From an optimization exercise on the open Yosys and OpenROAD flow, aimed at small area, a short achievable clock period and few clock cycles per item; shortcuts taken in it are not production practice. The RTL was checked by simulation tests, not by an equivalence proof against the original design.

**flow/design.v**
```verilog
module pbkdf2_iter (
    input  wire         clk,
    input  wire         rst,           
    input  wire         in_valid,
    output wire         in_ready,
    input  wire [255:0] istate,
    input  wire [255:0] ostate,
    input  wire [255:0] u1,
    input  wire [16:0]  iterations,    
    output reg          out_valid,
    output wire [255:0] dk
);
    function [31:0] rotr;
        input [31:0] x;
        input integer n;
        rotr = (x >> n) | (x << (32 - n));
    endfunction
    function [31:0] big_sigma0;
        input [31:0] x;
        big_sigma0 = rotr(x, 2) ^ rotr(x, 13) ^ rotr(x, 22);
    endfunction
    function [31:0] big_sigma1;
        input [31:0] x;
        big_sigma1 = rotr(x, 6) ^ rotr(x, 11) ^ rotr(x, 25);
    endfunction
    function [31:0] small_sigma0;
        input [31:0] x;
        small_sigma0 = rotr(x, 7) ^ rotr(x, 18) ^ (x >> 3);
    endfunction
    function [31:0] small_sigma1;
        input [31:0] x;
        small_sigma1 = rotr(x, 17) ^ rotr(x, 19) ^ (x >> 10);
    endfunction
    function [63:0] csa;
        input [31:0] x, y, z;
        reg [31:0] s, c;
        begin
            s = x ^ y ^ z;
            c = (x & y) | (x & z) | (y & z);
            csa = {c[30:0], 1'b0, s};
        end
    endfunction
    localparam [2047:0] KNEXT = {
        32'h428a2f98, 32'hc67178f2, 32'hbef9a3f7, 32'ha4506ceb,
        32'h90befffa, 32'h8cc70208, 32'h84c87814, 32'h78a5636f,
        32'h748f82ee, 32'h682e6ff3, 32'h5b9cca4f, 32'h4ed8aa4a,
        32'h391c0cb3, 32'h34b0bcb5, 32'h2748774c, 32'h1e376c08,
        32'h19a4c116, 32'h106aa070, 32'hf40e3585, 32'hd6990624,
        32'hd192e819, 32'hc76c51a3, 32'hc24b8b70, 32'ha81a664b,
        32'ha2bfe8a1, 32'h92722c85, 32'h81c2c92e, 32'h766a0abb,
        32'h650a7354, 32'h53380d13, 32'h4d2c6dfc, 32'h2e1b2138,
        32'h27b70a85, 32'h14292967, 32'h06ca6351, 32'hd5a79147,
        32'hc6e00bf3, 32'hbf597fc7, 32'hb00327c8, 32'ha831c66d,
        32'h983e5152, 32'h76f988da, 32'h5cb0a9dc, 32'h4a7484aa,
        32'h2de92c6f, 32'h240ca1cc, 32'h0fc19dc6, 32'hefbe4786,
        32'he49b69c1, 32'hc19bf174, 32'h9bdc06a7, 32'h80deb1fe,
        32'h72be5d74, 32'h550c7dc3, 32'h243185be, 32'h12835b01,
        32'hd807aa98, 32'hab1c5ed5, 32'h923f82a4, 32'h59f111f1,
        32'h3956c25b, 32'he9b5dba5, 32'hb5c0fbcf, 32'h71374491
    };
    reg  [255:0] ri;              
    reg  [255:0] ro;              
    reg  [255:0] rt;              
    reg  [31:0] a, b, c, d, e, f, g, h;
    reg  [31:0] hk;             
    reg  [511:0] win;              
    reg  [5:0]  rnd;            
    reg         outer;          
    reg         first;          
    reg         drain;          
    reg  [16:0] cnt;            
    reg         busy;
    assign in_ready = !busy;
    assign dk = {rt[31:0], rt[63:32], rt[95:64], rt[127:96], rt[159:128], rt[191:160], rt[223:192], rt[255:224]};
    wire        busy_n  = rst ? 1'b0 : (busy ? !done_n : in_valid);
    wire        done_n;
    wire [5:0]  rnd_n   = busy ? rnd + 6'd1 : 6'd63;
    wire        r63     = (rnd == 6'd63);
    wire        outer_n = !busy ? 1'b1 : (r63 ? !outer : outer);
    wire        first_n = !busy ? 1'b1 : ((r63 && !outer) ? 1'b0 : first);
    wire        n63   = (rnd_n == 6'd63);
    wire        n7    = (rnd_n == 6'd7);
    wire        n14   = (rnd_n == 6'd14);
    wire        n15   = (rnd_n == 6'd15);
    wire        nd    = (rnd_n[5:3] == 3'd0);                    
    wire        nc    = ((rnd_n[5:3] == 3'd1) && !n15) || n7;    
    wire        nn    = !nd && !nc && !n15 && !n63;              
    wire        nfst  = first_n && !(n63 && !outer_n);
    wire        npbi  = outer_n ^ n63;
    reg q_r63, q_nrm, q_o3, q_w0, q_w8, q_pbt, q_pbi, q_pbo, q_nbo, q_nbi;
    reg q_wa, q_ws, q_p7, q_p14, q_xen, q_fst;
    always @(posedge clk) begin
        q_r63 <= n63;
        q_nrm <= nn;
        q_o3  <= nn || n15;
        q_w0  <= nn || (!nfst && !n7);
        q_w8  <= n7 && !nfst;
        q_pbt <= !nn && nfst;
        q_pbi <= !nn && !nfst && npbi;
        q_pbo <= !nn && !nfst && !npbi;
        q_nbo <= n63 && !outer_n;           
        q_nbi <= n63 && outer_n;
        q_wa  <= n63 && !nfst;
        q_ws  <= !n63 && !nc;
        q_p7  <= n7;
        q_p14 <= n14;
        q_xen <= !outer_n && nd && !nfst;
        q_fst <= nfst;
    end
    wire [31:0] w_t  = win[32*(15) +: 32];
    wire [31:0] ch   = (e & f) ^ (~e & g);
    wire [31:0] maj  = (a & b) ^ (a & c) ^ (b & c);
    wire [31:0] s1e  = big_sigma1(e);
    wire [31:0] s0a  = big_sigma0(a);
    wire [63:0] l1  = csa(hk, w_t, ch);
    wire [63:0] l1b = csa(s1e, s0a, maj);
    wire [63:0] la2 = csa(l1[31:0], l1[63:32], l1b[31:0]);
    wire [63:0] la3 = csa(la2[31:0], la2[63:32], l1b[63:32]);
    wire [31:0] a_new = la3[31:0] + la3[63:32];
    wire [63:0] le2 = csa(l1[31:0], l1[63:32], s1e);
    wire [63:0] le3 = csa(le2[31:0], le2[63:32], d);
    wire [31:0] e_new = le3[31:0] + le3[63:32];
    wire [31:0] pb  = ({32{q_pbt}} & rt[32*(1) +: 32]) | ({32{q_pbi}} & ri[32*(1) +: 32])
                    | ({32{q_pbo}} & ro[32*(1) +: 32]);
    wire [31:0] o1  = {32{q_nrm}} & small_sigma1(win[32*(14) +: 32]);
    wire [31:0] o3  = {32{q_o3}} & small_sigma0(win[32*(1) +: 32]);
    wire [31:0] o2  = ({32{q_nrm}} & win[32*(9) +: 32]) | pb;
    wire [31:0] o4  = ({32{q_w0}} & win[32*(0) +: 32]) | ({32{q_w8}} & win[32*(8) +: 32]);
    wire [63:0] ls1 = csa(o1, o2, o3);
    wire [63:0] ls2 = csa(ls1[31:0], ls1[63:32], o4);
    wire [31:0] sched = ls2[31:0] + ls2[63:32];
    wire        q_rn  = !q_r63;
    wire [31:0] hk_h  = ({32{q_nbo}} & ro[32*(0) +: 32]) | ({32{q_nbi}} & ri[32*(0) +: 32])
                      | ({32{q_rn}} & g);
    wire [31:0] hk_b  = {32{q_r63}} & pb;
    wire [63:0] lk    = csa(hk_h, KNEXT[32*rnd +: 32], hk_b);
    wire [31:0] hk_new = lk[31:0] + lk[63:32];
    assign done_n = drain ? (rnd == 6'd7) : (r63 && outer && first && cnt == 17'd1);
    always @(posedge clk) begin
        busy      <= busy_n;
        out_valid <= !rst && busy && done_n;
        if (rst || !busy)
            drain <= 1'b0;
        else if (r63 && outer && !first && cnt == 17'd2)
            drain <= 1'b1;
        else if (done_n)
            drain <= 1'b0;
    end
    always @(posedge clk) begin
        rnd   <= rnd_n;
        outer <= outer_n;
        first <= first_n;
        if (!busy)
            cnt <= iterations;
        else if (r63 && outer && !first)
            cnt <= cnt - 17'd1;
    end
    integer i;
    always @(posedge clk) begin
        for (i = 0; i < 8; i = i + 1) begin
            if (!busy) begin
                ri[32*(i) +: 32] <= istate[255 - 32 * ((i + 7) % 8) -: 32];
                ro[32*(i) +: 32] <= ostate[255 - 32 * ((i + 7) % 8) -: 32];
                rt[32*(i) +: 32] <= u1[255 - 32 * ((i + 7) % 8) -: 32];
            end else begin
                ri[32*(i) +: 32] <= ri[32*((i + 1) % 8) +: 32];
                ro[32*(i) +: 32] <= ro[32*((i + 1) % 8) +: 32];
                if (i == 0)
                    rt[32*(i) +: 32] <= rt[32*(1) +: 32] ^ ({32{q_xen}} & sched);
                else
                    rt[32*(i) +: 32] <= rt[32*((i + 1) % 8) +: 32];
            end
        end
    end
    always @(posedge clk) begin
        hk <= hk_new;
        if (q_r63) begin
            a <= q_nbo ? ro[32*(1) +: 32] : ri[32*(1) +: 32];
            b <= q_nbo ? ro[32*(2) +: 32] : ri[32*(2) +: 32];
            c <= q_nbo ? ro[32*(3) +: 32] : ri[32*(3) +: 32];
            d <= q_nbo ? ro[32*(4) +: 32] : ri[32*(4) +: 32];
            e <= q_nbo ? ro[32*(5) +: 32] : ri[32*(5) +: 32];
            f <= q_nbo ? ro[32*(6) +: 32] : ri[32*(6) +: 32];
            g <= q_nbo ? ro[32*(7) +: 32] : ri[32*(7) +: 32];
            h <= q_nbo ? ro[32*(0) +: 32] : ri[32*(0) +: 32];
        end else begin
            a <= a_new;
            b <= a;
            c <= b;
            d <= c;
            e <= e_new;
            f <= e;
            g <= f;
            h <= g;
        end
    end
    integer k;
    always @(posedge clk) begin
        for (k = 0; k < 15; k = k + 1)
            win[32*(k) +: 32] <= win[32*(k + 1) +: 32];
        if (q_r63) begin
            win[32*(0) +: 32]  <= a;
            win[32*(1) +: 32]  <= b;
            win[32*(2) +: 32]  <= c;
            win[32*(3) +: 32]  <= e_new;
            win[32*(4) +: 32]  <= e;
            win[32*(5) +: 32]  <= f;
            win[32*(6) +: 32]  <= g;
        end
        win[32*(15) +: 32] <= ({32{q_wa}} & a_new) | ({32{q_ws}} & sched)
                            | {q_p7, 21'h0, q_p14, q_p14, 8'h0};
    end
endmodule
```
**flow/constraint.sdc**
```tcl
create_clock -name core_clock -period 10.0 [get_ports {clk}]
set_input_delay 2.0000 -clock core_clock [delete_from_list [all_inputs] [get_ports {clk}]]
set_output_delay 2.0000 -clock core_clock [all_outputs]
set_load 0.01 [all_outputs]
```
**flow/config.mk**
```make
export PLATFORM = sky130hd
export DESIGN_NAME = pbkdf2_iter
export DESIGN_NICKNAME = pbkdf2_iter
export VERILOG_FILES = /design/flow/design.v
export SDC_FILE = /design/flow/constraint.sdc
export NUM_CORES = 4
export LEC_CHECK = 0
export CAP_MARGIN = 20
export CORE_MARGIN = 2
export CORE_UTILIZATION = 50
export PLACE_DENSITY = 0.6
export SETUP_SLACK_MARGIN = 5
export SLEW_MARGIN = 20
export TNS_END_PERCENT = 100
```
**flow/run.sh**
```bash
#!/bin/bash
# synth_recipe.tcl (not shown) runs the flow's synth.tcl, then flattens the netlist and writes it again
# the make line also repeats each setting of config.mk as NAME=value (left out here)
make -C /OpenROAD-flow-scripts/flow DESIGN_CONFIG=/design/flow/config.mk WORK_HOME=/design/flow/orfs CLKGATE_MAP_FILE= SYNTH_SCRIPT=/design/flow/synth_recipe.tcl finish
```
==> results.cfg, run 1 <==
[critical_path]
crit_type = reg2reg
required_ps = 10670
crit_chain = xnor2_4 > xnor2_4 > inv_1 > fa_1 > inv_1 > fa_1 > fa_1 > ha_1 > a21oi_1 > o21ai_0 > a32oi_2 > nor4b_4 > a21oi_4 > a31oi_1 > xor2_1 > o22ai_1
worst_path_max_delay_cell = fa_1
worst_setup_path_start_kind = flip-flop
cp.arrival_ps = 5710
crit_path_end_kind = flip-flop
worstPathMaxFanout = 6
crit_top_cell = fa_1
cpPeakStageDelay_ps = 580

[die]
fp.coreArea_mm2 = 0.141
initial_core_util = 0.502
ios = 1046
dieArea_mm2 = 0.145
fp-row-count = 138
fp.dieW_um = 380
die_h_um = 380

[yosys]
synth_edf_count = 17
synth-main-ff-cell = dfxtp_1
yosysSeqAreaShare = 0.449
synth_cells = 6537
yosys_warnings = 1
ys_types = 101
async_flop_share = 0
syn_area_mm2 = 0.0708
synth_area_per_cell_um2 = 10.8
syn_nets = 7758
ys_ff_latch = 1579

[final_layout]
multi_input_area_mm2 = 0.0374
drive_gt1_frac = 0.229
area_growth_pct = 28.5
seqCellArea_mm2 = 0.0320
design_area_mm2 = 0.0910
nFillCells = 11338
num-nets-final = 8718

[grt]
overflow = 0
grt_pass1_wl_mm = 448
track_usage = 0.446
grt_max_degree = 166
grt_antenna_before_repair = 104
grt_pass1_vias = 56162

[drt]
drc = 0
viasPerCell = 6.02
num_vias = 57614
drtIter0Drc = 7034
firstDrtPassIters = 8
wl_per_cell_um = 34.8
totalWireLength_mm = 333
postRouteAntennaNets = 0

[sta]
period_share = 0.504
min_period_ps = 5040
tightest_slew_ps = 1240
tns_ps = 0
rsz0062_at_grt = true
relSlewSlack = 0.168
finalHoldViolCount = 0
slew_viol_final = 0
skew_ps = 55.5
max_freq_mhz = 198
setup_violations = 0

[outcome]
status = no timing/DRC/antenna violations

[run]
maxCapViolations = 0

[worst_hold_path]
worst_hold_path_type = reg2reg

[clock_tree]
cts_tree = built
cts-hold-fix-buffers = 0
clkSinkCount = 1579
numCtsBuffers = 164
htree_levels = 4
path_clk_slew_ps = 70
cts_root_buf = clkbuf_16
clk-insertion-delay-late_ps = 820
clockBufferDepth = 3

[place]
post_dp_cell_area_mm2 = 0.0826
hpwl_mm = 267
portBuffers = 1045
gp_congestion = 1.05
[critical path: cells and delay by family, from the launching register on]
kind | cells | cell delay, ps
AND/OR/NAND/NOR | 1 | 340
AO/OA/AOI/OAI | 6 | 1270
buffers and inverters | 2 | 140
flip-flops | 1 | 520
adder cells (fa/ha/maj) | 4 | 1930
XOR/XNOR | 3 | 700
[state kept, by name, indices dropped and copies added, names as in the netlist, 17 cells and up]
name  cells
cnt      17
ri      256
f        32
ro      256
d        32
rt      256
g        32
a        32
c        32
e        32
win     512
b        32
hk       32
[worst paths after layout]
path	cells past startpoint	from	slack, ps	end
worst min register to register	0	win[397]$_DFF_P_	290	win[365]$_DFF_P_
worst max register to register	16	e[21]$_DFF_P_	4960	win[508]$_DFF_P_
worst max-delay path	16	e[21]$_DFF_P_	4960	win[508]$_DFF_P_
worst min-delay path	0	win[397]$_DFF_P_	290	win[365]$_DFF_P_
[stage by stage]
step / hold WS (ps) / std cells / util / setup slack, ps
after floorplan: 310 / 6537 / - / 5010
after global placement: 310 / 9143 / 0.585 / 3360
after detailed placement: 312 / 9147 / 0.586 / 3330
after global routing: 317 / 9547 / 0.644 / 4900
final: 293 / 9575 / 0.645 / 4960
after CTS: 294 / 9478 / 0.635 / 4970
[layout by cell type, fill, tap and decap left out, types with 168 or more instances in the layout]
cell type and count:
nand2_1 367, dfxtp_1 1471, mux2i_1 208, clkbuf_16 168, fa_1 272, mux2_2 995
nor2_1 350, xnor2_1 222, inv_1 383, a21oi_1 388, o21ai_0 175, clkdlybuf4s50_1 1045
[cells by family after synthesis]
kind of cell,synth area share
AOI/OAI and AO/OA,0.0986
xor gates and xnor gates,0.0470
adders and majority gates,0.106
buffers and inverters,0.0426
DFF,0.449
muxes,0.190
and+or+nand+nor,0.0668
[routing by layer]
layer | routed length (um) | part of all wire | up-vias | global-route usage
li1 | - | - | 24513 | -
met2 | 146000 | 0.44 | 3681 | 0.678
met4 | 23500 | 0.071 | 36 | 0.269
met3 | 38600 | 0.12 | 892 | 0.145
met5 | 349 | 0.0010 | - | 0.00694
met1 | 125000 | 0.38 | 28492 | 0.550
[Yosys cell counts (12+ instances only)]
master    count  area, um^2
dfxtp_1    1562       31300
mux2_2      995       11200
a21oi_1     404        2020
inv_1       389        1460
nand2_1     375        1410
nor2_1      357        1340
clkbuf_1    297        1110
fa_1        278        5570
xnor2_1     259        2270
mux2i_1     208        2080
o21ai_0     198         991
ha_1        155        1940
xor2_1      117        1020
a21o_1       89         668
nand3_1      77         385
nor3_1       60         300
buf_1        45         169
buf_2        42         210
a22oi_1      41         308
a22o_1       40         350
and3_1       31         194
a211oi_1     30         225
a222oi_1     28         280
a31oi_1      26         163
nand4_1      20         125
nor2b_1      20         125
o211ai_1     20         150
o22ai_1      20         125
nand2b_1     19         119
o21a_1       18         135
o21bai_1     18         135
or3_1        18         113
edfxtp_1     17         510
o31ai_1      17         128
nor4_1       14        87.6
o311ai_0     14         123
a311oi_1     13         114
o21ai_1      12        60.1
[timing repair]
item                       CTS  global route
resized for setup          251           197
gates cloned                 2             1
setup endpoints to repair  133            94
buffers inserted            29            41
pin swaps                   24            46
[area by class of cell]
| class | instances | area share |
|---|---|---|
| Multi-Input combinational cell | 4173 | 0.411 |
| Sequential cell | 1579 | 0.352 |
| Timing Repair Buffer | 1183 | 0.130 |
| Clock buffer | 224 | 0.0520 |
| Tap cell | 1890 | 0.0260 |
| Inverter | 396 | 0.0167 |
| Clock inverter | 76 | 0.0111 |
| Antenna cell | 54 | 0.00149 |
Testbench counts, summed over its fixed seeds: cycles 230,632, iterations 1,846.
==> run 2, diff against run 1 <==
--- a/flow/config.mk
+++ b/flow/config.mk
@@ -10,5 +10,3 @@
 export CORE_UTILIZATION = 50
 export PLACE_DENSITY = 0.6
-export SETUP_SLACK_MARGIN = 5
 export SLEW_MARGIN = 20
-export TNS_END_PERCENT = 100
==> results.cfg, run 2 <==
[outcome]
status = no timing/DRC/antenna violations

[yosys]
synth.most_common_cell = dfxtp_1
synth_area_per_cell_um2 = 10.8
yosys.area_share.simple = 0.0668
netlist.area_leader.share = 0.442
synth_area_leaders = dfxtp_1 (44%), mux2_2 (16%), fa_1 (7.9%)
async_flop_share = 0
synth_xor_area_frac = 0.0470
syn_nets = 7758
synth_top_family_by_area = multiplexers
synth_edf_count = 17
ys_ff_latch = 1579
yosys_warnings = 1
synthMuxAreaShare = 0.190
syn_area_mm2 = 0.0708
synth_compound_area_frac = 0.0986
synth_commonest_cells = dfxtp_1 (1,562), mux2_2 (995), a21oi_1 (404)
ys_types = 101
synth-main-ff-cell = dfxtp_1
synth-adder-area-share = 0.106
synth_cells = 6537
yosysSeqAreaShare = 0.449
synth_top_cell_by_area = dfxtp_1

[die]
ios = 1046
fp.coreArea_mm2 = 0.141
fp.dieW_um = 380
initial_core_util = 0.502
dieArea_mm2 = 0.145
die_h_um = 380
fp-row-count = 138

[final_layout]
seqCellArea_mm2 = 0.0318
area_growth_pct = 25.1
final_common_cell = dfxtp_1
post-route-util = 0.628
drive_gt1_frac = 0.184
nFillCells = 11616
layoutNonFillerInstCount = 9523
largest_reg_flops = 512
multi_input_area_mm2 = 0.0360
layout_common_cells = dfxtp_1 (1,551), clkdlybuf4s50_1 (1,045), mux2_2 (995), a21oi_1 (404), inv_1 (388)
num-nets-final = 8652
largest_register = win

[critical_path]
worst_path_max_delay_cell = o31ai_1
crit_buf_inv = 4
worstPathMaxFanout = 15
required_ps = 10660
crit_type = reg2reg
cp.arrival_ps = 8150
cpPeakStageDelay_ps = 790
worst_setup_path_start_kind = flip-flop
crit_chain = inv_1 > ha_1 > inv_1 > nand2_1 > and3_1 > a21oi_1 > o22ai_1 > o21ai_0 > fa_1 > inv_1 > ha_1 > inv_1 > fa_1 > nand2b_1 > a211oi_1 > o21bai_1 > a21oi_1 > nor3_1 > o31ai_1 > or4_1 > nand4_1
cpLargestDelayFamily = compound AO/OA/AOI/OAI gates
crit_top_cell = inv_1
crit_path_end_kind = flip-flop

[grt]
overflow = 0
track_usage = 0.443
grt_pass1_wl_mm = 443
grt_max_degree = 189
grt_antenna_before_repair = 116
grt_pass1_vias = 54940

[drt]
firstDrtPassIters = 8
viasPerCell = 5.98
num_vias = 56916
drc = 0
postRouteAntennaNets = 0
wl_per_cell_um = 34.7
drtIter0Drc = 6892
totalWireLength_mm = 330

[sta]
tightest_slew_ps = 1360
rsz0062_at_grt = false
period_share = 0.749
tns_ps = 0
slew_viol_final = 0
relSlewSlack = 0.0925
min_period_ps = 7490
setup_violations = 0
skew_ps = 67.4
max_freq_mhz = 133
finalHoldViolCount = 0
setup_ws_ps = 2510

[clock_tree]
numCtsBuffers = 163
cts_root_buf = clkbuf_16
clockBufferDepth = 3
htree_levels = 4
path_clk_slew_ps = 70
cts-hold-fix-buffers = 0
cts_setup_buffers = 0
cts_tree = built
clkSinkCount = 1579
cts_resized = 0
clk-insertion-delay-late_ps = 810

[place]
gp_congestion = 1.06
place_ws_ps = 2720
dp_cells = 9156
hpwl_mm = 267
portBuffers = 1045

[worst_hold_path]
worst_hold_path_type = reg2reg

[run]
maxCapViolations = 0
## run 2: cell counts after synthesis
No cell type changed its count.
## run 2: area by class of cell
type / instances / share of cell area
Antenna cell: 66 / 0.00186
Clock buffer: 234 / 0.0537
Clock inverter: 67 / 0.0111
Inverter: 396 / 0.0168
Multi-Input combinational cell: 4173 / 0.406
Sequential cell: 1579 / 0.359
Tap cell: 1890 / 0.0267
Timing Repair Buffer: 1118 / 0.124
## run 2: cell families (layout without fill, tap and decap cells)
family | count (synthesis) | in the layout
buf+inv | 785 | 1815
simple gates | 1059 | 1059
fa+ha+maj | 434 | 434
mux | 1210 | 1210
flops | 1579 | 1579
compound gates | 1092 | 1092
other cells | 0 | 66
xor+xnor | 378 | 378
## run 2: path summary, 6_finish.rpt
kind / from / end / slack, ps / depth (start not counted)
max: rnd[1]$_DFF_P_ / hk[31]$_DFF_P_ / 2510 / 21
min: win[329]$_DFF_P_ / win[297]$_DFF_P_ / 280 / 0
min reg2reg: win[329]$_DFF_P_ / win[297]$_DFF_P_ / 280 / 0
max reg2reg: rnd[1]$_DFF_P_ / hk[31]$_DFF_P_ / 2510 / 21
## run 2: through the flow
stage | hold slack (ps) | instance area (um^2)
after floorplan | 310 | 70800
after global placement | 310 | 82600
after detailed placement | 312 | 82700
after CTS | 287 | 88400
after global routing | 290 | 88500
final | 284 | 88600
## run 2: metal layers
metal	vias to the layer above	wire length, um	track usage
met5	-	329	0
met4	50	23400	0.263
met3	819	37400	0.142
met2	3549	144000	0.673
met1	28100	126000	0.551
li1	24398	-	-
==> run 3, diff against run 2 <==
--- a/flow/design.v
+++ b/flow/design.v
@@ -88,8 +88,13 @@
     wire        nfst  = first_n && !(n63 && !outer_n);
     wire        npbi  = outer_n ^ n63;
+    reg [31:0] kq;
+    always @(posedge clk)
+        kq <= KNEXT[{rnd_n, 5'b00000} +: 32];
     reg q_r63, q_nrm, q_o3, q_w0, q_w8, q_pbt, q_pbi, q_pbo, q_nbo, q_nbi;
-    reg q_wa, q_ws, q_p7, q_p14, q_xen, q_fst;
-    always @(posedge clk) begin
+    reg q_wa, q_ws, q_p7, q_p14, q_xen, q_fst, q_rn, q_ld;
+    always @(posedge clk) begin
+        q_ld  <= !busy_n;                   
         q_r63 <= n63;
+        q_rn  <= !n63;
         q_nrm <= nn;
         q_o3  <= nn || n15;
@@ -118,6 +123,7 @@
     wire [63:0] la3 = csa(la2[31:0], la2[63:32], l1b[63:32]);
     wire [31:0] a_new = la3[31:0] + la3[63:32];
-    wire [63:0] le2 = csa(l1[31:0], l1[63:32], s1e);
-    wire [63:0] le3 = csa(le2[31:0], le2[63:32], d);
+    wire [63:0] le1 = csa(d, hk, w_t);
+    wire [63:0] le2 = csa(le1[31:0], le1[63:32], ch);
+    wire [63:0] le3 = csa(le2[31:0], le2[63:32], s1e);
     wire [31:0] e_new = le3[31:0] + le3[63:32];
     wire [31:0] pb  = ({32{q_pbt}} & rt[32*(1) +: 32]) | ({32{q_pbi}} & ri[32*(1) +: 32])
@@ -130,9 +136,8 @@
     wire [63:0] ls2 = csa(ls1[31:0], ls1[63:32], o4);
     wire [31:0] sched = ls2[31:0] + ls2[63:32];
-    wire        q_rn  = !q_r63;
     wire [31:0] hk_h  = ({32{q_nbo}} & ro[32*(0) +: 32]) | ({32{q_nbi}} & ri[32*(0) +: 32])
                       | ({32{q_rn}} & g);
     wire [31:0] hk_b  = {32{q_r63}} & pb;
-    wire [63:0] lk    = csa(hk_h, KNEXT[32*rnd +: 32], hk_b);
+    wire [63:0] lk    = csa(hk_h, kq, hk_b);
     wire [31:0] hk_new = lk[31:0] + lk[63:32];
     assign done_n = drain ? (rnd == 6'd7) : (r63 && outer && first && cnt == 17'd1);
@@ -159,53 +164,39 @@
     always @(posedge clk) begin
         for (i = 0; i < 8; i = i + 1) begin
-            if (!busy) begin
-                ri[32*(i) +: 32] <= istate[255 - 32 * ((i + 7) % 8) -: 32];
-                ro[32*(i) +: 32] <= ostate[255 - 32 * ((i + 7) % 8) -: 32];
-                rt[32*(i) +: 32] <= u1[255 - 32 * ((i + 7) % 8) -: 32];
-            end else begin
-                ri[32*(i) +: 32] <= ri[32*((i + 1) % 8) +: 32];
-                ro[32*(i) +: 32] <= ro[32*((i + 1) % 8) +: 32];
-                if (i == 0)
-                    rt[32*(i) +: 32] <= rt[32*(1) +: 32] ^ ({32{q_xen}} & sched);
-                else
-                    rt[32*(i) +: 32] <= rt[32*((i + 1) % 8) +: 32];
-            end
+            ri[32*(i) +: 32] <= ({32{q_ld}} & istate[255 - 32 * ((i + 7) % 8) -: 32])
+                              | ({32{busy}} & ri[32*((i + 1) % 8) +: 32]);
+            ro[32*(i) +: 32] <= ({32{q_ld}} & ostate[255 - 32 * ((i + 7) % 8) -: 32])
+                              | ({32{busy}} & ro[32*((i + 1) % 8) +: 32]);
+            if (i == 0)
+                rt[32*(i) +: 32] <= ({32{q_ld}} & u1[255 - 32 * 7 -: 32])
+                                  | ({32{busy}} & (rt[32*(1) +: 32] ^ ({32{q_xen}} & sched)));
+            else
+                rt[32*(i) +: 32] <= ({32{q_ld}} & u1[255 - 32 * ((i + 7) % 8) -: 32])
+                                  | ({32{busy}} & rt[32*((i + 1) % 8) +: 32]);
         end
     end
+    wire [31:0] q_rn32 = {32{q_rn}}, q_bo32 = {32{q_nbo}}, q_bi32 = {32{q_nbi}};
     always @(posedge clk) begin
         hk <= hk_new;
-        if (q_r63) begin
-            a <= q_nbo ? ro[32*(1) +: 32] : ri[32*(1) +: 32];
-            b <= q_nbo ? ro[32*(2) +: 32] : ri[32*(2) +: 32];
-            c <= q_nbo ? ro[32*(3) +: 32] : ri[32*(3) +: 32];
-            d <= q_nbo ? ro[32*(4) +: 32] : ri[32*(4) +: 32];
-            e <= q_nbo ? ro[32*(5) +: 32] : ri[32*(5) +: 32];
-            f <= q_nbo ? ro[32*(6) +: 32] : ri[32*(6) +: 32];
-            g <= q_nbo ? ro[32*(7) +: 32] : ri[32*(7) +: 32];
-            h <= q_nbo ? ro[32*(0) +: 32] : ri[32*(0) +: 32];
-        end else begin
-            a <= a_new;
-            b <= a;
-            c <= b;
-            d <= c;
-            e <= e_new;
-            f <= e;
-            g <= f;
-            h <= g;
-        end
+        a <= (q_rn32 & a_new) | (q_bo32 & ro[32*(1) +: 32]) | (q_bi32 & ri[32*(1) +: 32]);
+        b <= (q_rn32 & a)     | (q_bo32 & ro[32*(2) +: 32]) | (q_bi32 & ri[32*(2) +: 32]);
+        c <= (q_rn32 & b)     | (q_bo32 & ro[32*(3) +: 32]) | (q_bi32 & ri[32*(3) +: 32]);
+        d <= (q_rn32 & c)     | (q_bo32 & ro[32*(4) +: 32]) | (q_bi32 & ri[32*(4) +: 32]);
+        e <= (q_rn32 & e_new) | (q_bo32 & ro[32*(5) +: 32]) | (q_bi32 & ri[32*(5) +: 32]);
+        f <= (q_rn32 & e)     | (q_bo32 & ro[32*(6) +: 32]) | (q_bi32 & ri[32*(6) +: 32]);
+        g <= (q_rn32 & f)     | (q_bo32 & ro[32*(7) +: 32]) | (q_bi32 & ri[32*(7) +: 32]);
+        h <= (q_rn32 & g)     | (q_bo32 & ro[32*(0) +: 32]) | (q_bi32 & ri[32*(0) +: 32]);
     end
     integer k;
     always @(posedge clk) begin
-        for (k = 0; k < 15; k = k + 1)
+        for (k = 7; k < 15; k = k + 1)
             win[32*(k) +: 32] <= win[32*(k + 1) +: 32];
-        if (q_r63) begin
-            win[32*(0) +: 32]  <= a;
-            win[32*(1) +: 32]  <= b;
-            win[32*(2) +: 32]  <= c;
-            win[32*(3) +: 32]  <= e_new;
-            win[32*(4) +: 32]  <= e;
-            win[32*(5) +: 32]  <= f;
-            win[32*(6) +: 32]  <= g;
-        end
+        win[32*(0) +: 32] <= (q_rn32 & win[32*(1) +: 32]) | ({32{q_r63}} & a);
+        win[32*(1) +: 32] <= (q_rn32 & win[32*(2) +: 32]) | ({32{q_r63}} & b);
+        win[32*(2) +: 32] <= (q_rn32 & win[32*(3) +: 32]) | ({32{q_r63}} & c);
+        win[32*(3) +: 32] <= (q_rn32 & win[32*(4) +: 32]) | ({32{q_r63}} & e_new);
+        win[32*(4) +: 32] <= (q_rn32 & win[32*(5) +: 32]) | ({32{q_r63}} & e);
+        win[32*(5) +: 32] <= (q_rn32 & win[32*(6) +: 32]) | ({32{q_r63}} & f);
+        win[32*(6) +: 32] <= (q_rn32 & win[32*(7) +: 32]) | ({32{q_r63}} & g);
         win[32*(15) +: 32] <= ({32{q_wa}} & a_new) | ({32{q_ws}} & sched)
                             | {q_p7, 21'h0, q_p14, q_p14, 8'h0};
--- a/flow/config.mk
+++ b/flow/config.mk
@@ -10,3 +10,5 @@
 export CORE_UTILIZATION = 50
 export PLACE_DENSITY = 0.6
+export SETUP_SLACK_MARGIN = 5
 export SLEW_MARGIN = 20
+export TNS_END_PERCENT = 100
==> results.cfg, run 3 <==
[final_layout]
layout_common_cells = dfxtp_1 (1,498), clkdlybuf4s50_1 (1,045), a22o_1 (1,023), inv_1 (694), nand2_1 (369)
layoutNonFillerInstCount = 9370
nFillCells = 10811
largest_register = win
area_growth_pct = 29.9
largest_reg_flops = 512
drive_gt1_frac = 0.109
num-nets-final = 8672
final_common_cell = dfxtp_1
post-route-util = 0.652

[grt]
grt_max_degree = 197
track_usage = 0.431
grt_pass1_vias = 56774
grt_pass1_wl_mm = 431
grt_antenna_before_repair = 33
overflow = 0

[place]
hpwl_mm = 241
portBuffers = 1045
dp_cells = 8973
gp_congestion = 1.06

[die]
die_h_um = 375
fp-row-count = 136
initial_core_util = 0.502
dieArea_mm2 = 0.140
fp.coreArea_mm2 = 0.137
ios = 1046
fp.dieW_um = 375

[critical_path]
worstPathMaxFanout = 4
crit_path_end_kind = flip-flop
worst_setup_path_start_kind = flip-flop
rr_worst_depth = 17
cp.arrival_ps = 5890
required_ps = 10690
crit_type = reg2reg

[yosys]
synth_area_per_cell_um2 = 10.5
synth_cells = 6523
synth-main-ff-cell = dfxtp_1
ys_types = 83
yosysSeqAreaShare = 0.472
ys_ff_latch = 1613
synth_top_cell_by_area = dfxtp_1
syn_nets = 7763
netlist.area_leader.share = 0.465
synth_area_leaders = dfxtp_1 (47%), a22o_1 (13%), fa_1 (9.0%)
yosys_warnings = 1
synth.most_common_cell = dfxtp_1
async_flop_share = 0
synth_commonest_cells = dfxtp_1 (1,596), a22o_1 (1,024), inv_1 (699)
syn_area_mm2 = 0.0687
synth_edf_count = 17

[drt]
drc = 0
num_vias = 59449
wl_per_cell_um = 33.7
firstDrtPassIters = 12
viasPerCell = 6.34
top_layer_used = met5
wl_met1_mm = 123
postRouteAntennaNets = 0
drtIter0Drc = 8512
dr_wl_met2_mm = 135
totalWireLength_mm = 316
met3_length_mm = 38.0

[clock_tree]
clockBufferDepth = 3
cts_root_buf = clkbuf_16
htree_levels = 4
numCtsBuffers = 164
clk-insertion-delay-late_ps = 820
clkSinkCount = 1613
cts_tree = built
path_clk_slew_ps = 70

[sta]
slew_viol_final = 0
relSlewSlack = 0.181
max_freq_mhz = 192
tightest_slew_ps = 1220
min_period_ps = 5200
period_share = 0.520
finalHoldViolCount = 0
tns_ps = 0
rsz0062_at_grt = true
setup_violations = 0
skew_ps = 32.3

[outcome]
status = no timing/DRC/antenna violations

[worst_hold_path]
worst_hold_path_type = reg2reg
hold_path_depth = 0

[run]
maxCapViolations = 0
run 3: cell count changes in the layout (fill, tap and decap cells not counted), sizes merged, moves of 18 or more:
cell / previous run / this run
mux2: 996 / 5
a22o: 40 / 1024
inv: 397 / 713
a222oi: 28 / 236
a21oi: 407 / 212
nor2: 357 / 168
mux2i: 208 / 35
buf: 73 / 179
diode: 66 / 11
dfxtp: 1562 / 1596
fa: 278 / 309
nand3: 77 / 49
xor2: 117 / 139
and3: 32 / 14
run 3: layout make-up:
class	count	area, um^2	area share
Clock inverter	75	1070	0.0120
Tap cell	1794	2240	0.0251
Inverter	702	2640	0.0295
Clock buffer	224	4710	0.0528
Timing Repair Buffer	1231	12300	0.137
Antenna cell	11	27.5	0.000308
Sequential cell	1613	32700	0.366
Multi-Input combinational cell	3720	33600	0.376
run 3: worst paths after layout:
kind / from / end / slack (ps)
hold / removal: win[333]$_DFF_P_ / win[301]$_DFF_P_ / 320
setup reg to reg: win[478]$_DFF_P_ / rt[25]$_DFF_P_ / 4800
hold reg to reg: win[333]$_DFF_P_ / win[301]$_DFF_P_ / 320
setup / recovery: win[478]$_DFF_P_ / rt[25]$_DFF_P_ / 4800
run 3: per-layer routing:
layer  GRT usage  vias to the layer above
li1            -                    25008
met1       0.571                    29675
met2       0.639                     3957
met3       0.128                      791
met4       0.220                       18
met5           0                        -
run 3: cell families (layout without fill, tap and decap cells):
group / Yosys count / after routing / synth area share
AO/OA/AOI/OAI: 2049 / 2049 / 0.239
buffers and inverters: 1190 / 2232 / 0.0651
XOR/XNOR: 412 / 412 / 0.0525
other: 0 / 11 / 0
adder cells (fa/ha/maj): 453 / 453 / 0.116
flip-flops: 1613 / 1613 / 0.472
multiplexers: 40 / 40 / 0.00592
AND/OR/NAND/NOR: 766 / 766 / 0.0488
run 3: what timing repair did:
item | CTS | global route
hold buffers | 0 | 0
endpoints found under the setup margin | 96 | 57
pin swaps | 87 | 84
buffers inserted | 50 | 31
gates cloned | 2 | 3
hold endpoints to repair | 0 | 0
gates resized for setup | 320 | 153
run 3: stage by stage:
step	worst slack (ps)	hold WS (ps)	cell area [um^2]
5_1_grt	4770	324	89300
2_1_floorplan	5010	310	68700
3_3_place_gp	3600	310	80500
6_report	4800	318	89300
4_1_cts	4810	309	88100
3_5_place_dp	3610	312	80500
run 3: worst max-delay path: stages, from the launching register on:
cell and delay [ps]:
dfxtp_1 650, xnor2_1 160, xnor2_1 260, nand2_1 180, fa_1 520, inv_1 50, fa_1 460, ha_1 410
a21oi_1 120, o211ai_1 390, nand3_1 340, o211ai_1 410, nand2_2 150, buf_4 170, o21bai_4 170, xor2_4 230
a21oi_1 110, a211o_1 300
Testbench counts of run 3, summed over its fixed seeds: cycles 230,632, iterations 1,846.
==> run 4, diff against run 3 <==
==> flow/flow/run.sh (new file) <==
#!/bin/bash
# Standard ORFS layout (the standard.sh, unchanged synthesis, floorplan,
# power grid and tap cells), with two changes:
#  * ports are buffered with sky130_fd_sc_hd__buf_1 instead of the default
#    choice (every input and output port still gets its own buffer);
#  * clock tree: no dummy loads, smaller clock buffers.
set -euo pipefail
export BUFFER_PORTS_ARGS="-buffer_cell sky130_fd_sc_hd__buf_1"
export CTS_ARGS="-sink_clustering_enable -repair_clock_nets -dont_use_dummy_load -buf_list {sky130_fd_sc_hd__clkbuf_8 sky130_fd_sc_hd__clkbuf_16} -sink_clustering_size 20 -sink_clustering_max_diameter 60"
bash standard.sh finish > standard_flow.log 2>&1
==> flow/standard.sh (new file) <==
#!/bin/bash
# synth_recipe.tcl (not shown) runs the flow's synth.tcl, then flattens the netlist and writes it again
# the make line also repeats each setting of config.mk as NAME=value (left out here)
make -C /OpenROAD-flow-scripts/flow DESIGN_CONFIG=/design/flow/config.mk WORK_HOME=/design/flow/orfs CLKGATE_MAP_FILE= SYNTH_SCRIPT=/design/flow/synth_recipe.tcl "${@:-finish}"
removed: flow/run.sh
==> results.cfg, run 4 <==
[sta]
max_freq_mhz = 191
slew_viol_final = 0
finalHoldViolCount = 0
tns_ps = 0
period_share = 0.524
min_period_ps = 5240
skew_ps = 83.9
rsz0062_at_grt = true
relSlewSlack = 0.252
tightest_slew_ps = 1120
setup_ws_ps = 4760
setup_violations = 0

[final_layout]
layoutNonFillerInstCount = 9218
seqCellArea_mm2 = 0.0327
final_common_cell = dfxtp_1
largest_register = win
drive_gt1_frac = 0.0937
largest_reg_flops = 512
nFillCells = 11871
multi_input_area_mm2 = 0.0337
layout_common_cells = dfxtp_1 (1,485), buf_1 (1,045), a22o_1 (1,023), inv_1 (694), nand2_1 (373)
num-nets-final = 8646
post-route-util = 0.588
area_growth_pct = 17.2

[grt]
grt_pass1_wl_mm = 425
grt_max_degree = 198
grt_antenna_before_repair = 54
grt_pass1_vias = 55001
overflow = 0
track_usage = 0.429

[clock_tree]
htree_levels = 4
clockBufferDepth = 3
cts-hold-fix-buffers = 0
cts_root_buf = clkbuf_16
clk-insertion-delay-late_ps = 790
clkSinkCount = 1613
numCtsBuffers = 133
cts_tree = built
path_clk_slew_ps = 60

[yosys]
synth_top_cell_by_area = dfxtp_1
synth_area_leaders = dfxtp_1 (47%), a22o_1 (13%), fa_1 (9.0%)
synth_commonest_cells = dfxtp_1 (1,596), a22o_1 (1,024), inv_1 (699)
yosysSeqAreaShare = 0.472
ys_types = 83
syn_nets = 7763
synth_area_per_cell_um2 = 10.5
syn_area_mm2 = 0.0687
synth_edf_count = 17
ys_ff_latch = 1613
synth-main-ff-cell = dfxtp_1
synth_cells = 6523
yosys_warnings = 1
async_flop_share = 0
netlist.area_leader.share = 0.465
synth.most_common_cell = dfxtp_1

[place]
hpwl_mm = 241
place_ws_ps = 3820
dp_cells = 8965
portBuffers = 1045
gp_congestion = 1.05

[die]
fp-row-count = 136
fp.coreArea_mm2 = 0.137
die_h_um = 375
ios = 1046
initial_core_util = 0.502
fp.dieW_um = 375
dieArea_mm2 = 0.140

[drt]
drc = 0
postRouteAntennaNets = 0
dr_wl_met2_mm = 134
drtIter0Drc = 8789
firstDrtPassIters = 13
num_vias = 59104
top_layer_used = met5
wl_met1_mm = 125
wl_per_cell_um = 34.1
met3_length_mm = 36.1
viasPerCell = 6.41
totalWireLength_mm = 315

[critical_path]
crit_buf_inv = 4
rr_worst_depth = 20
worst_setup_path_start_kind = flip-flop
worstPathMaxFanout = 7
cpPeakStageDelay_ps = 490
cpLargestDelayFamily = adder cells
timing.rr.end = a[28]$_DFF_P_
r2r_start = a[24]$_DFF_P_
crit_end = a[28]$_DFF_P_
crit_top_cell = fa_1
crit_type = reg2reg
cp_num_cells = 20
crit_path_start = a[24]$_DFF_P_
cp.arrival_ps = 5870
required_ps = 10630
crit_chain = xor2_2 > xnor2_2 > fa_1 > fa_1 > inv_1 > fa_1 > ha_2 > inv_2 > fa_2 > nand2b_4 > a211oi_4 > o311ai_4 > a22o_4 > a22oi_2 > a31oi_2 > buf_4 > a21oi_4 > xor2_2 > a222oi_1 > inv_1
worst_path_max_delay_cell = fa_1
rrSetupSlack_ps = 4760
crit_path_end_kind = flip-flop

[run]
maxCapViolations = 0

[outcome]
status = no timing/DRC/antenna violations

[worst_hold_path]
worstHoldStart = win[419]$_DFF_P_
worst_hold_path_type = reg2reg
## run 4: cell counts after synthesis
Identical to the previous run, type by type.
## run 4: repair_timing
| item | 4_1_cts | 5_1_grt |
|---|---|---|
| pin swaps | 76 | 97 |
| gates resized for setup | 284 | 203 |
| cloned | 5 | 1 |
| endpoints found under the hold margin | 0 | 0 |
| setup buffers | 58 | 35 |
| setup endpoints to repair | 194 | 144 |
## run 4: kinds of logic (layout without fill, tap and decap cells)
| logic type | Yosys count | in the layout | share of synthesized area |
|---|---|---|---|
| compound gates | 2049 | 2049 | 0.239 |
| flops | 1613 | 1613 | 0.472 |
| mux | 40 | 40 | 0.00592 |
| xor+xnor | 412 | 412 | 0.0525 |
| simple gates | 766 | 766 | 0.0488 |
| fa+ha+maj | 453 | 453 | 0.116 |
| buf+inv | 1190 | 2071 | 0.0651 |
| other cells | 0 | 20 | 0 |
## run 4: final cells by class
class	count	share of cell area
Tap cell	1794	0.0279
Inverter	702	0.0327
Multi-Input combinational cell	3720	0.418
Clock buffer	133	0.0413
Sequential cell	1613	0.406
Timing Repair Buffer	1236	0.0728
Antenna cell	20	0.000622
## run 4: how the worst min path moves through the flow
stage	to	slack [ps]	cells after the start
floorplan	win[288]$_DFF_P_	310	0
global placement	win[352]$_DFF_P_	310	0
detailed placement	win[305]$_DFF_P_	310	0
CTS	win[387]$_DFF_P_	270	0
global route	win[401]$_DFF_P_	270	0
finish	win[387]$_DFF_P_	270	0
## run 4: stage by stage
step           area, um^2  hold WS [ps]
2_1_floorplan       68700           310
3_3_place_gp        73900           310
3_5_place_dp        73900           312
4_1_cts             79100           271
5_1_grt             80500           271
6_report            80500           268
## run 4: per-layer routing
metal,GRT usage,vias to the layer above
li1,-,24851
met1,0.586,29652
met2,0.627,3827
met3,0.110,748
met4,0.217,26
met5,0.00343,-
==> run 5, diff against run 4 <==
--- a/flow/config.mk
+++ b/flow/config.mk
@@ -8,6 +8,6 @@
 export CAP_MARGIN = 20
 export CORE_MARGIN = 2
-export CORE_UTILIZATION = 50
-export PLACE_DENSITY = 0.6
+export CORE_UTILIZATION = 60
+export PLACE_DENSITY = 0.7
 export SETUP_SLACK_MARGIN = 5
 export SLEW_MARGIN = 20
==> results.cfg, run 5 <==
[yosys]
yosysSeqAreaShare = 0.472
synth_commonest_cells = dfxtp_1 (1,596), a22o_1 (1,024), inv_1 (699)
yosys_warnings = 1
synth_edf_count = 17
syn_area_mm2 = 0.0687
synth_cells = 6523
synth_area_leaders = dfxtp_1 (47%), a22o_1 (13%), fa_1 (9.0%)
ys_types = 83
netlist.area_leader.share = 0.465
syn_nets = 7763
ys_ff_latch = 1613
synth-main-ff-cell = dfxtp_1
async_flop_share = 0
synth_top_cell_by_area = dfxtp_1
synth.most_common_cell = dfxtp_1
synth_area_per_cell_um2 = 10.5

[clock_tree]
numCtsBuffers = 117
htree_levels = 3
clockBufferDepth = 3
clk-insertion-delay-late_ps = 770
cts_tree = built
cts_root_buf = clkbuf_16
clkSinkCount = 1613
path_clk_slew_ps = 70

[critical_path]
worst_setup_path_start_kind = flip-flop
cpLargestDelayFamily = compound AO/OA/AOI/OAI gates
worstPathMaxFanout = 4
crit_top_cell = fa_1
cp.arrival_ps = 5800
crit_type = reg2reg
crit_chain = fa_1 > fa_1 > inv_1 > fa_1 > inv_1 > ha_4 > a21oi_2 > o21ai_2 > a221oi_4 > o31ai_4 > o31a_4 > a41oi_4 > a311oi_4 > a221oi_2 > xnor2_1 > a21o_2
crit_path_end_kind = flip-flop
worst_path_max_delay_cell = dfxtp_2
cpPeakStageDelay_ps = 540
required_ps = 10630
crit_buf_inv = 2

[sta]
finalHoldViolCount = 0
setup_violations = 0
skew_ps = 104
max_freq_mhz = 193
relSlewSlack = 0.0986
min_period_ps = 5170
tns_ps = 0
rsz0062_at_grt = true
slew_viol_final = 0
period_share = 0.517
tightest_slew_ps = 1350

[place]
dp_cells = 8666
portBuffers = 1045
hpwl_mm = 239
gp_congestion = 1.14

[grt]
grt_antenna_before_repair = 51
grt_max_degree = 233
grt_pass1_wl_mm = 423
overflow = 0
grt_pass1_vias = 57008
track_usage = 0.512

[die]
ios = 1046
fp.coreArea_mm2 = 0.114
fp-row-count = 124
fp.dieW_um = 342
die_h_um = 342
initial_core_util = 0.603
dieArea_mm2 = 0.117

[outcome]
status = no timing/DRC/antenna violations

[drt]
wl_per_cell_um = 35.7
wl_met1_mm = 110
met3_length_mm = 51.6
drc = 0
postRouteAntennaNets = 0
totalWireLength_mm = 317
num_vias = 61660
drtIter0Drc = 10931
dr_wl_met2_mm = 124
firstDrtPassIters = 14
top_layer_used = met5
viasPerCell = 6.93

[run]
maxCapViolations = 0

[final_layout]
nFillCells = 8381
layout_common_cells = dfxtp_1 (1,488), buf_1 (1,045), a22o_1 (1,023), inv_1 (694), nand2_1 (372)
final_common_cell = dfxtp_1
largest_register = win
num-nets-final = 8603
layoutNonFillerInstCount = 8903
area_growth_pct = 15.4
largest_reg_flops = 512
drive_gt1_frac = 0.0863

[worst_hold_path]
worst_hold_path_type = reg2reg
-- run 5: cell counts after synthesis --
Identical to the previous run, type by type.
-- run 5: what timing repair did --
| action | in CTS | in global routing |
|---|---|---|
| pin swaps | 40 | 88 |
| hold buffers | 0 | 0 |
| buffers inserted | 19 | 64 |
| endpoints found under the hold margin | 0 | 0 |
| cloned | 1 | 4 |
| resized for setup | 212 | 250 |
| endpoints found under the setup margin | 80 | 64 |
-- run 5: cell families after synthesis --
kind of cell    after synthesis  synth area share
xor+xnor                    412            0.0525
compound gates             2049             0.239
simple gates                766            0.0488
flops                      1613             0.472
fa+ha+maj                   453             0.116
mux                          40           0.00592
buf+inv                    1190            0.0651
-- run 5: area by class of cell --
| type | count | area, um^2 | share of cell area |
|---|---|---|---|
| diodes | 30 | 75.1 | 0.000947 |
| repair buffers | 1209 | 5580 | 0.0703 |
| multi-input cells | 3720 | 33500 | 0.422 |
| inverters | 702 | 2640 | 0.0332 |
| well taps | 1512 | 1890 | 0.0239 |
| clock buffers | 117 | 2930 | 0.0369 |
| flip-flops and latches | 1613 | 32700 | 0.413 |
-- run 5: path summary, 6_finish.rpt --
path                    start               end  slack [ps]  cells after the start
max          win[491]$_DFF_P_     e[30]$_DFF_P_        4830                     16
min          win[389]$_DFF_P_  win[357]$_DFF_P_         270                      0
max reg2reg  win[491]$_DFF_P_     e[30]$_DFF_P_        4830                     16
min reg2reg  win[389]$_DFF_P_  win[357]$_DFF_P_         270                      0
-- run 5: through the flow --
stage / hold slack (ps) / worst slack, ps / util / instance area [um^2]
finish: 270 / 4830 / 0.695 / 79300
global route: 276 / 4760 / 0.695 / 79200
CTS: 272 / 4790 / 0.679 / 77400
detailed placement: 312 / 3850 / 0.644 / 73400
global placement: 310 / 3790 / 0.644 / 73400
floorplan: 310 / 5010 / - / 68700
-- run 5: metal layers --
layer | global-route usage | vias to the layer above
met5 | 0.0253 | -
met4 | 0.376 | 38
met3 | 0.217 | 1478
met2 | 0.702 | 5603
met1 | 0.640 | 29742
li1 | - | 24799
==> run 6, diff against run 5 <==
==> flow/flow/run.sh (replaced) <==
#!/bin/bash
# Standard ORFS layout (the standard.sh, unchanged synthesis, floorplan,
# power grid and tap cells), with two changes:
#  * ports are buffered with sky130_fd_sc_hd__buf_1 instead of the default
#    choice (every input and output port still gets its own buffer);
#  * clock tree: no dummy loads, smaller clock buffers;
#  * timing repair aims 7 ns below the clock period (it repairs harder).
set -euo pipefail
export BUFFER_PORTS_ARGS="-buffer_cell sky130_fd_sc_hd__buf_1"
export CTS_ARGS="-sink_clustering_enable -repair_clock_nets -dont_use_dummy_load -buf_list {sky130_fd_sc_hd__clkbuf_8 sky130_fd_sc_hd__clkbuf_16} -sink_clustering_size 30 -sink_clustering_max_diameter 80"
bash standard.sh SETUP_SLACK_MARGIN=7 finish > standard_flow.log 2>&1
==> results.cfg, run 6 <==
[outcome]
status = aborted with a tool error
stop_stage = 5_1_grt
tool.error = [ERROR GRT-0232] Routing congestion too high. Check the congestion heatmap in the GUI.

[die]
fp.dieW_um = 342
die_h_um = 342
fp-row-count = 124
ios = 1046
initial_core_util = 0.603

[yosys]
syn_area_mm2 = 0.0687
netlist.area_leader.share = 0.465
yosysSeqAreaShare = 0.472
ys_ff_latch = 1613
synth.most_common_cell = dfxtp_1
yosys_warnings = 1
synth_cells = 6523
synth_area_leaders = dfxtp_1 (47%), a22o_1 (13%), fa_1 (9.0%)
ys_types = 83
synth_edf_count = 17
synth-main-ff-cell = dfxtp_1
syn_nets = 7763
synth_area_per_cell_um2 = 10.5
synth_commonest_cells = dfxtp_1 (1,596), a22o_1 (1,024), inv_1 (699)
synth_top_cell_by_area = dfxtp_1
async_flop_share = 0

[sta]
worst_endpoint = e[26]$_DFF_P_/D
worst_endpoint_kind = register data pin

[grt]
grt_max_degree = 210
track_usage = 0.699
overflow = 120

[clock_tree]
cts_root_buf = clkbuf_16
numCtsBuffers = 76
htree_levels = 3
cts-hold-fix-buffers = 0
clockBufferDepth = 3
clkSinkCount = 1613

[place]
gp_congestion = 1.25
portBuffers = 1045
post_dp_cell_area_mm2 = 0.0741
hpwl_mm = 256
==> run 6: cell counts after synthesis <==
No cell type changed its count.
==> run 6: kinds of logic after synthesis <==
family | Yosys count | synth area share
compound gates | 2049 | 0.239
flops | 1613 | 0.472
buf+inv | 1190 | 0.0651
simple gates | 766 | 0.0488
fa+ha+maj | 453 | 0.116
xor+xnor | 412 | 0.0525
mux | 40 | 0.00592
==> run 6: timing repair <==
item,CTS
pin swaps,261
buffers inserted,293
gates resized for setup,1695
setup endpoints to repair,778
gates cloned,14
==> run 6: metrics by stage <==
| stage | utilization | std cells | worst slack [ps] |
|---|---|---|---|
| after floorplan | - | 6523 | 5290 |
| after detailed placement | 0.650 | 8663 | 4060 |
| after CTS | 0.743 | 9046 | 4970 |
| after global placement | 0.650 | 8663 | 4040 |
==> run 6: metal layers <==
metal | GRT usage | GRT overflow
met1 | 0.733 | 0
met2 | 0.834 | 66
met4 | 0.602 | 52
met5 | 0.323 | 0
met3 | 0.579 | 2
==> run 6: how the worst max path moves through the flow <==
stage,to,slack [ps]
2_1_floorplan,a[30]$_DFF_P_,5290
3_3_place_gp,rt[14]$_DFF_P_,4040
3_5_place_dp,rt[14]$_DFF_P_,4060
4_1_cts,a[28]$_DFF_P_,4970
==> run 7, diff against run 6 <==
--- a/flow/design.v
+++ b/flow/design.v
@@ -123,7 +123,6 @@
     wire [63:0] la3 = csa(la2[31:0], la2[63:32], l1b[63:32]);
     wire [31:0] a_new = la3[31:0] + la3[63:32];
-    wire [63:0] le1 = csa(d, hk, w_t);
-    wire [63:0] le2 = csa(le1[31:0], le1[63:32], ch);
-    wire [63:0] le3 = csa(le2[31:0], le2[63:32], s1e);
+    wire [63:0] le2 = csa(l1[31:0], l1[63:32], s1e);
+    wire [63:0] le3 = csa(le2[31:0], le2[63:32], d);
     wire [31:0] e_new = le3[31:0] + le3[63:32];
     wire [31:0] pb  = ({32{q_pbt}} & rt[32*(1) +: 32]) | ({32{q_pbi}} & ri[32*(1) +: 32])
@@ -177,11 +176,14 @@
     end
     wire [31:0] q_rn32 = {32{q_rn}}, q_bo32 = {32{q_nbo}}, q_bi32 = {32{q_nbi}};
+    wire [31:0] nb0 = q_nbo ? ro[32*(1) +: 32] : ri[32*(1) +: 32];
+    wire [31:0] nb4 = q_nbo ? ro[32*(5) +: 32] : ri[32*(5) +: 32];
+    wire [31:0] q_rb32 = {32{q_r63}};
     always @(posedge clk) begin
         hk <= hk_new;
-        a <= (q_rn32 & a_new) | (q_bo32 & ro[32*(1) +: 32]) | (q_bi32 & ri[32*(1) +: 32]);
+        a <= (q_rn32 & a_new) | (q_rb32 & nb0);
         b <= (q_rn32 & a)     | (q_bo32 & ro[32*(2) +: 32]) | (q_bi32 & ri[32*(2) +: 32]);
         c <= (q_rn32 & b)     | (q_bo32 & ro[32*(3) +: 32]) | (q_bi32 & ri[32*(3) +: 32]);
         d <= (q_rn32 & c)     | (q_bo32 & ro[32*(4) +: 32]) | (q_bi32 & ri[32*(4) +: 32]);
-        e <= (q_rn32 & e_new) | (q_bo32 & ro[32*(5) +: 32]) | (q_bi32 & ri[32*(5) +: 32]);
+        e <= (q_rn32 & e_new) | (q_rb32 & nb4);
         f <= (q_rn32 & e)     | (q_bo32 & ro[32*(6) +: 32]) | (q_bi32 & ri[32*(6) +: 32]);
         g <= (q_rn32 & f)     | (q_bo32 & ro[32*(7) +: 32]) | (q_bi32 & ri[32*(7) +: 32]);
==> flow/flow/run.sh (replaced) <==
#!/bin/bash
# Standard ORFS layout (the standard.sh, unchanged synthesis, floorplan,
# power grid and tap cells), with two changes:
#  * ports are buffered with sky130_fd_sc_hd__buf_1 instead of the default
#    choice (every input and output port still gets its own buffer);
#  * clock tree: no dummy loads, smaller clock buffers.
set -euo pipefail
export BUFFER_PORTS_ARGS="-buffer_cell sky130_fd_sc_hd__buf_1"
export CTS_ARGS="-sink_clustering_enable -repair_clock_nets -dont_use_dummy_load -buf_list {sky130_fd_sc_hd__clkbuf_8 sky130_fd_sc_hd__clkbuf_16} -sink_clustering_size 30 -sink_clustering_max_diameter 80"
bash standard.sh finish > standard_flow.log 2>&1
--- a/flow/config.mk
+++ b/flow/config.mk
@@ -8,6 +8,6 @@
 export CAP_MARGIN = 20
 export CORE_MARGIN = 2
-export CORE_UTILIZATION = 60
-export PLACE_DENSITY = 0.7
+export CORE_UTILIZATION = 58
+export PLACE_DENSITY = 0.68
 export SETUP_SLACK_MARGIN = 5
 export SLEW_MARGIN = 20
==> results.cfg, run 7 <==
[place]
hpwl_mm = 234
portBuffers = 1045
post_dp_cell_area_mm2 = 0.0731
gp_congestion = 1.11
place_ws_ps = 3810
dp_cells = 8675

[yosys]
ys_types = 87
ys_ff_latch = 1613
yosys_warnings = 1
synth.most_common_cell = dfxtp_1
synth-main-ff-cell = dfxtp_1
synth_top_cell_by_area = dfxtp_1
netlist.area_leader.share = 0.467
syn_nets = 7732
yosysSeqAreaShare = 0.474
synth_area_per_cell_um2 = 10.5
syn_area_mm2 = 0.0684
synth_area_leaders = dfxtp_1 (47%), a22o_1 (13%), fa_1 (8.1%)
async_flop_share = 0
synth_cells = 6523
synth_edf_count = 17
synth_commonest_cells = dfxtp_1 (1,596), a22o_1 (1,006), inv_1 (575)

[final_layout]
layout_common_cells = dfxtp_1 (1,514), buf_1 (1,045), a22o_1 (1,006), inv_1 (570), nand2_1 (423)
area_growth_pct = 13.6
drive_gt1_frac = 0.0792
num-nets-final = 8537
largest_register = win
design_area_mm2 = 0.0777
layoutNonFillerInstCount = 8894
final_common_cell = dfxtp_1
largest_reg_flops = 512
post-route-util = 0.662

[critical_path]
rrSetupSlack_ps = 4820
cpLargestDelayFamily = adder cells
crit_path_start = e[27]$_DFF_P_
required_ps = 10590
worst_path_max_delay_cell = fa_1
cp_num_cells = 18
worstPathMaxFanout = 4
crit_end = win[510]$_DFF_P_
worst_setup_path_start_kind = flip-flop
r2r_start = e[27]$_DFF_P_
crit_chain = xor2_4 > xnor2_4 > fa_1 > inv_2 > fa_1 > fa_1 > ha_4 > fa_2 > a21o_1 > a221oi_4 > o21ai_1 > buf_4 > a211oi_4 > o21ai_2 > a211oi_2 > o31ai_2 > xor2_1 > a32o_1
crit_top_cell = fa_1
timing.rr.end = win[510]$_DFF_P_
crit_buf_inv = 2
cpPeakStageDelay_ps = 510
rr_worst_depth = 18
crit_path_end_kind = flip-flop
crit_type = reg2reg
cp.arrival_ps = 5770

[sta]
period_share = 0.518
slew_viol_final = 0
finalHoldViolCount = 0
relSlewSlack = 0.246
tns_ps = 0
rsz0062_at_grt = true
tightest_slew_ps = 1120
timing.hold.ws_ps = 276
max_freq_mhz = 193
skew_ps = 95.3
setup_ws_ps = 4820
setup_violations = 0
min_period_ps = 5180

[die]
fp-row-count = 126
initial_core_util = 0.582
ios = 1046
fp.dieW_um = 347
fp.coreArea_mm2 = 0.117
dieArea_mm2 = 0.121
die_h_um = 347

[grt]
overflow = 0
track_usage = 0.489
grt_pass1_wl_mm = 420
grt_max_degree = 218
grt_pass1_vias = 56417
grt_antenna_before_repair = 50

[run]
maxCapViolations = 0

[drt]
drc = 0
viasPerCell = 6.74
drtIter0Drc = 10389
num_vias = 59945
firstDrtPassIters = 12
wl_per_cell_um = 34.7
totalWireLength_mm = 309
postRouteAntennaNets = 0

[clock_tree]
clockBufferDepth = 3
path_clk_slew_ps = 110
clkSinkCount = 1613
clk-insertion-delay-late_ps = 720
htree_levels = 3
cts_tree = built
numCtsBuffers = 72
cts_root_buf = clkbuf_16

[outcome]
status = no timing/DRC/antenna violations

[worst_hold_path]
hold_path_depth = 0
worst_hold_path_type = reg2reg
[run 7: cell types whose count changed after synthesis, moves of 24 or more]
cell      before  now
a222oi_1     236  192
fa_1         309  278
inv_1        699  575
mux2_2         5   29
mux2i_1       35   70
nand2_1      381  425
o21ai_0      202  230
[run 7: metal layers]
| metal | global-route usage | wire length [um] | up-vias |
|---|---|---|---|
| met4 | 0.366 | 29100 | 20 |
| met2 | 0.712 | 129000 | 4738 |
| met3 | 0.179 | 43000 | 1142 |
| li1 | - | - | 24856 |
| met1 | 0.593 | 108000 | 29189 |
| met5 | 0 | 122 | - |
[run 7: repair_timing]
| action | CTS | global route |
|---|---|---|
| buffers inserted | 67 | 44 |
| pin swaps | 55 | 98 |
| resized for setup | 228 | 160 |
| hold endpoints to repair | 0 | 0 |
| hold buffers | 0 | 0 |
| gates cloned | 1 | 3 |
| endpoints found under the setup margin | 109 | 84 |
[run 7: worst min path at each step]
stage | start | to | slack (ps)
detailed placement | win[437]$_DFF_P_ | win[405]$_DFF_P_ | 310
global route | win[425]$_DFF_P_ | win[393]$_DFF_P_ | 280
finish | win[312]$_DFF_P_ | win[280]$_DFF_P_ | 280
CTS | win[425]$_DFF_P_ | win[393]$_DFF_P_ | 290
floorplan | win[320]$_DFF_P_ | win[288]$_DFF_P_ | 310
global placement | win[358]$_DFF_P_ | win[326]$_DFF_P_ | 310
[run 7: cell families (layout without fill, tap and decap cells)]
group,Yosys count,after routing,share of synthesized area
multiplexers,99,99,0.0150
AND/OR/NAND/NOR,835,835,0.0533
buffers and inverters,1077,1880,0.0592
AO/OA/AOI/OAI,2087,2087,0.240
adder cells (fa/ha/maj),422,422,0.108
XOR/XNOR,390,390,0.0499
flip-flops,1613,1613,0.474
other,0,32,0
[run 7: final cells by class]
class / count / area [um^2]
Multi-Input combinational cell: 3833 / 33300
Clock buffer: 72 / 1800
Fill cell: 9228 / 39700
Sequential cell: 1613 / 32700
Timing Repair Buffer: 1230 / 5720
Inverter: 578 / 2170
Tap cell: 1536 / 1920
Antenna cell: 32 / 80.1
Testbench counts of run 7, summed over its fixed seeds: cycles 230,632, iterations 1,846.

static timing again, ports no longer ideal:
The results above use ideal ports. As a check the final layouts listed here were re-extracted and re-timed, cells and wires unchanged. Step 1 (the two cells are an assumption about what drives the block):
set clk [get_ports {clk}]
set_driving_cell -lib_cell sky130_fd_sc_hd__clkbuf_16 $clk
set_driving_cell -lib_cell sky130_fd_sc_hd__buf_2 [delete_from_list [all_inputs] $clk]
Step 2 times the ports against the registers' clock, not the clock port: input delays grow and output delays shrink by t, the midpoint of the rising clock arrivals with the driver on. Slacks: ideal ports / drivers / drivers and shift; pairs: ideal ports / drivers.
| run | shift t [ns] | setup WS [ns] | hold WS [ns] | clock arrival spread, ns | cell pins on the clock port's net |
|---|---|---|---|---|---|
| run 1 | 0.895 | 4.960 / 4.960 / 4.960 | 0.293 / 0.293 / 0.293 | 0.058 / 0.059 | 1 |
| run 2 | 0.876 | 2.506 / 2.506 / 2.506 | 0.284 / 0.284 / 0.284 | 0.067 / 0.068 | 1 |
| run 3 | 0.870 | 4.800 / 4.800 / 4.800 | 0.318 / 0.318 / 0.318 | 0.038 / 0.038 | 1 |
| run 4 | 0.819 | 4.759 / 4.759 / 4.759 | 0.268 / 0.268 / 0.268 | 0.095 / 0.094 | 1 |
| run 5 | 0.791 | 4.831 / 4.831 / 4.831 | 0.270 / 0.270 / 0.270 | 0.110 / 0.109 | 1 |
| run 7 | 0.756 | 4.817 / 4.817 / 4.817 | 0.276 / 0.276 / 0.276 | 0.096 / 0.095 | 1 |
After both steps setup and hold are still met in every run listed.
